From an optimization exercise on the open Yosys and OpenROAD flow, aimed at small area; shortcuts taken in it are not production practice.
RTL that was checked went through simulation tests only; none was proved equivalent to the original.

before:
==> flow/design.v <==
module ccsds_rx (
    input  wire        clk,
    input  wire        rst,             
    input  wire        in_valid,
    input  wire [7:0]  in_byte,
    input  wire        in_kind,         
    input  wire [8:0]  in_blen,         
    output reg         out_valid,
    output reg  [7:0]  out_byte,
    output reg         out_vc,          
    output reg         done,
    output wire [1:0]  status,          
    output wire        frame_kind,
    output wire [8:0]  frame_len,
    output wire [7:0]  data_len,
    output wire [15:0] ecf,
    output wire        bp_type,
    output wire [6:0]  bp_apid,
    output wire        bp_ecf_flag,
    output wire [3:0]  tf_tfvn,
    output wire [15:0] tf_scid,
    output wire        tf_sdid,
    output wire [5:0]  tf_vcid,
    output wire [3:0]  tf_mapid,
    output wire        tf_end_flag,
    output wire        tf_bypass,
    output wire        tf_command,
    output wire        tf_ocf,
    output wire [2:0]  tf_vc_length,
    output wire [2:0]  tf_constr_rule,
    output wire [4:0]  tf_protocol_id
);
    reg         in_frame;
    reg         kind;
    reg  [8:0]  q;              
    reg  [8:0]  flen;           
    reg  [8:0]  blen;           
    reg         lenerr;
    reg         miss;           
    reg  [1:0]  ph;             
    reg  [15:0] crc;
    reg  [7:0]  h0, h1, h2, h3; 
    reg  [5:0]  h6;             
    reg  [7:0]  hdf;            
    localparam [1:0] PH_BODY = 2'd0, PH_T2 = 2'd1, PH_AFTER = 2'd2;
    wire acc  = in_valid && in_frame;
    wire p0   = (q == 9'd1);
    wire p1   = (q == 9'd2);
    wire p3   = (q == 9'd4);
    wire p4   = (q == 9'd5);
    wire p5   = (q == 9'd6);
    wire p6   = (q == 9'd7);
    wire early = (q[8:2] == 7'd0) && q[1:0] != 2'd3;    
    wire trunc = h3[0];                       
    wire bp_e  = h3[7];                       
    wire [2:0] v = h6[2:0];
    wire [8:0]  qi   = q + 9'd1;
    wire        t1   = (qi == flen) && !early && ph == PH_BODY;    
    wire        t2   = (ph == PH_T2);                               
    wire        le   = kind && trunc;
    wire        sel_lo = le ? t1 : t2;
    wire [7:0]  d    = (sel_lo ? crc[7:0] : crc[15:8]) ^ in_byte;
    wire [7:0]  t    = {d[7:4], d[3:0] ^ d[7:4]};
    wire [15:0] crc_next = {crc[7:0], 8'h00} ^ {t[3:0], 12'h000} ^ {3'b000, t, 5'b00000} ^ {8'h00, t};
    wire [7:0] b = in_byte;
    wire [3:0] vq = 4'd8 + {1'b0, v};        
    wire [2:0] vx     = p6 ? b[2:0] : v;
    wire [8:0] dsub   = !kind ? {6'd0, bp_e, !bp_e, 1'b0} : trunc ? 9'd7 : 9'd10 + {6'd0, vx};
    wire [9:0] dl     = {1'b0, flen} - {1'b0, dsub};
    wire       dl_borrow = dl[9];
    reg last, lerr_now, pay, vc;
    always @(*) begin
        last = 1'b0; lerr_now = 1'b0; pay = 1'b0; vc = 1'b0;
        if (p0 ? !in_kind : !kind) begin
            if (p1) begin
                if (b[6:0] < {4'd0, b[7], !b[7], 1'b0} || b[6:0] == 7'd2)
                    last = 1'b1;
                if (b[6:0] < {4'd0, b[7], !b[7], 1'b0})
                    lerr_now = 1'b1;
            end
            if (t2) last = 1'b1;
            pay = !early && !(bp_e && (t1 || t2));
        end else begin
            if (p0 ? (in_blen == 9'd1) : (q == blen)) last = 1'b1;
            if (p0 && in_blen[8:2] == 7'd0) lerr_now = 1'b1;
            if (p3 && (blen[8:3] == 6'd0 && blen[2:0] != 3'd7)) lerr_now = 1'b1;
            if (p3 && b[0] && blen[8] && blen[7:0] != 8'd0) lerr_now = 1'b1;
            if (p4 && !trunc && b[7:1] != 7'd0) lerr_now = 1'b1;
            if (p5 && !trunc && flen[8] && b != 8'd0) lerr_now = 1'b1;
            if (p6 && !trunc && (dl_borrow || flen > blen)) lerr_now = 1'b1;
            if (trunc) begin
                pay = (q[8:3] != 6'd0 || q[2:0] > 3'd5) && ph == PH_BODY && !t1;
            end else if (q[8:3] != 6'd0) begin
                vc  = q[8:4] == 5'd0 && q[3:0] < vq;
                pay = vc || ((q[8:4] != 5'd0 || q[3:0] > vq) && ph == PH_BODY && !t1);
            end
        end
    end
    wire hdr_sh = p0 || p1 || ((p0 ? in_kind : kind) && (q[8:2] == 7'd0 || p3));
    wire df_here = kind && (trunc ? p4 : (q[8:4] == 5'd0 && q[3:0] == vq && q[3]));
    always @(posedge clk) begin
        if (rst) begin
            ph        <= 2'd0;
            in_frame  <= 1'b0;
            out_valid <= 1'b0;
            done      <= 1'b0;
        end else begin
            out_valid <= acc && pay && !lenerr;
            done      <= acc && last;
            if (in_valid && !in_frame) begin
                if (b == 8'h1D && ph == 2'd3) begin
                    in_frame <= 1'b1;
                    ph       <= PH_BODY;
                end else if ((b == 8'hCF && ph == 2'd1) || (b == 8'hFC && ph == 2'd2))
                    ph <= ph + 2'd1;
                else if (b == 8'h1A)
                    ph <= 2'd1;
                else
                    ph <= 2'd0;
            end
            if (acc) begin
                if (t1 || (p1 && !kind && b[6:0] == 7'd3))
                    ph <= PH_T2;
                if (t2)
                    ph <= PH_AFTER;
                if (last) begin
                    in_frame <= 1'b0;
                    ph       <= 2'd0;
                end
            end
        end
        out_byte <= in_byte;
        out_vc   <= vc;
        if (!in_frame) begin
            q      <= 9'd1;
            lenerr <= 1'b0;
            miss   <= 1'b0;
            crc    <= 16'h0000;
        end else if (in_valid) begin
            q <= qi;
            if (p0) begin
                kind <= in_kind;
                blen <= in_blen;
                flen <= in_blen;
            end
            if (hdr_sh) begin
                h3 <= b; h2 <= h3; h1 <= h2; h0 <= h1;
            end
            if (p1 && !kind)
                flen <= {2'b00, b[6:0]};
            if (p4 && kind && !trunc)
                flen[8] <= b[0];
            if (p5 && kind && !trunc)
                flen[7:0] <= b;
            if (p6) h6 <= {b[7:6], b[3:0]};
            if (df_here) hdf <= b;
            if (lerr_now) lenerr <= 1'b1;
            if (ph == PH_BODY && !t1)
                crc <= crc_next;
            if ((t1 || t2) && d != 8'h00)
                miss <= 1'b1;
        end
    end
    wire check = kind || bp_e;
    assign status     = {!lenerr && check && miss, lenerr};
    assign frame_kind = kind;
    assign frame_len  = flen;
    assign ecf        = crc;
    assign data_len   = dl[7:0];
    assign bp_type        = h2[7];
    assign bp_apid        = h2[6:0];
    assign bp_ecf_flag    = h3[7];
    assign tf_tfvn        = h0[7:4];
    assign tf_scid        = {h0[3:0], h1, h2[7:4]};
    assign tf_sdid        = h2[3];
    assign tf_vcid        = {h2[2:0], h3[7:5]};
    assign tf_mapid       = h3[4:1];
    assign tf_end_flag    = h3[0];
    assign tf_bypass      = h6[5];
    assign tf_command     = h6[4];
    assign tf_ocf         = h6[3];
    assign tf_vc_length   = h6[2:0];
    assign tf_constr_rule = hdf[7:5];
    assign tf_protocol_id = hdf[4:0];
endmodule
Settings: LEC_CHECK=0, CAP_MARGIN=20, CORE_MARGIN=2, CORE_UTILIZATION=40, SLEW_MARGIN=20; clock period 6.0 ns.
standard.sh (not shown) runs the stock make flow with config.mk's settings and CLKGATE_MAP_FILE= SYNTH_SCRIPT=/design/flow/synth_recipe.tcl, a recipe that flattens the netlist after the stock synthesis.
==> flow/flow/run.sh <==
#!/bin/bash
# Standard layout with these changes: synthesis maps adders with the rest of the
# logic through an area-oriented ABC script (flow/abc.script); the port buffers
# are made of the smallest buffer cell; the clock tree uses clkbuf_8 and no
# dummy loads.
set -euo pipefail
W=$(pwd)
rm -rf "$W/scripts_abc"
cp -r "$FLOW_HOME/scripts" "$W/scripts_abc"
cp "$W/flow/abc.script" "$W/scripts_abc/abc_speed.script"
bash standard.sh SCRIPTS_DIR="$W/scripts_abc" ADDER_MAP_FILE= synth > synth.log 2>&1
bash standard.sh BUFFER_PORTS_ARGS="-buffer_cell sky130_fd_sc_hd__buf_1" \
    CTS_ARGS="-sink_clustering_enable -repair_clock_nets -buf_list sky130_fd_sc_hd__clkbuf_8 -dont_use_dummy_load" \
    finish > layout.log 2>&1
==> flow/flow/abc.script <==
strash
&get -n
&deepsyn -T 30
&dch -f
&nf -R 1000
&put
topo
Edits applied to the flow inputs when going from before to after:
diff --git a/flow/design.v b/flow/design.v
--- a/flow/design.v
+++ b/flow/design.v
@@ -57,11 +57,11 @@
     wire [8:0]  qi   = q + 9'd1;
     wire        t1   = (qi == flen) && !early && ph == PH_BODY;    
     wire        t2   = (ph == PH_T2);                               
     wire        le   = kind && trunc;
     wire        sel_lo = le ? t1 : t2;
-    wire [7:0]  d    = (sel_lo ? crc[7:0] : crc[15:8]) ^ in_byte;
+    wire [7:0]  d    = in_frame ? (sel_lo ? crc[7:0] : crc[15:8]) ^ in_byte : 8'h00;
     wire [7:0]  t    = {d[7:4], d[3:0] ^ d[7:4]};
     wire [15:0] crc_next = {crc[7:0], 8'h00} ^ {t[3:0], 12'h000} ^ {3'b000, t, 5'b00000} ^ {8'h00, t};
     wire [7:0] b = in_byte;
     wire [3:0] vq = 4'd8 + {1'b0, v};        
     wire [2:0] vx     = p6 ? b[2:0] : v;
@@ -80,12 +80,11 @@
             end
             if (t2) last = 1'b1;
             pay = !early && !(bp_e && (t1 || t2));
         end else begin
             if (p0 ? (in_blen == 9'd1) : (q == blen)) last = 1'b1;
-            if (p0 && in_blen[8:2] == 7'd0) lerr_now = 1'b1;
-            if (p3 && (blen[8:3] == 6'd0 && blen[2:0] != 3'd7)) lerr_now = 1'b1;
+            if (p0 && in_blen[8:3] == 6'd0 && in_blen[2:0] != 3'd7) lerr_now = 1'b1;
             if (p3 && b[0] && blen[8] && blen[7:0] != 8'd0) lerr_now = 1'b1;
             if (p4 && !trunc && b[7:1] != 7'd0) lerr_now = 1'b1;
             if (p5 && !trunc && flen[8] && b != 8'd0) lerr_now = 1'b1;
             if (p6 && !trunc && (dl_borrow || flen > blen)) lerr_now = 1'b1;
             if (trunc) begin
@@ -133,11 +132,11 @@
         out_vc   <= vc;
         if (!in_frame) begin
             q      <= 9'd1;
             lenerr <= 1'b0;
             miss   <= 1'b0;
-            crc    <= 16'h0000;
+            crc    <= crc_next;
         end else if (in_valid) begin
             q <= qi;
             if (p0) begin
                 kind <= in_kind;
                 blen <= in_blen;
==> comparison <==
after went all the way through the flow, and no timing, DRC or antenna check failed.
Route | after vs before | wire shorter in after
Sort after and before by area fraction in and, or, nand and nor cells after synthesis desc -> top: before
Of after and before, after shows the lower final-layout fill cell count, with before above it.
In after relative to before, number of enable-type register cells in the synthesized netlist had gone up by more than 10%.
after vs before: post-detailed-route wirelength per cell up by a few percent
Utilization before -> after: up
Only the layout flow was run in after; the RTL was not checked for function there.

[re-timing with driven ports]
In the flow no input, the clock included, has a driving cell. The finished layouts below were timed again as built, in two steps. Step 1, drivers: a clkbuf_16 drives clk and a buf_2 each remaining input, both assumed. Step 2 moves the port delays by t, midway between the first and last clock arrival at a register: inputs arrive t later, outputs are due t later. That takes back most of the time a late clock gives input paths. a / b / c = ideal / step 1 / step 2; a / b = the first two.
| run | shift t [ns] | slack for setup (ns) | worst setup path at the end | worst data-port slew with drivers (ns) | cell pins on the clock port's net |
|---|---|---|---|---|---|
| before | 0.412 | 0.569 / 0.534 / 0.732 | input to output | 0.03 | 1 |
| after | 0.402 | 0.502 / 0.470 / 0.818 | input to output | 0.03 | 1 |
After both steps every run listed still meets setup and hold.
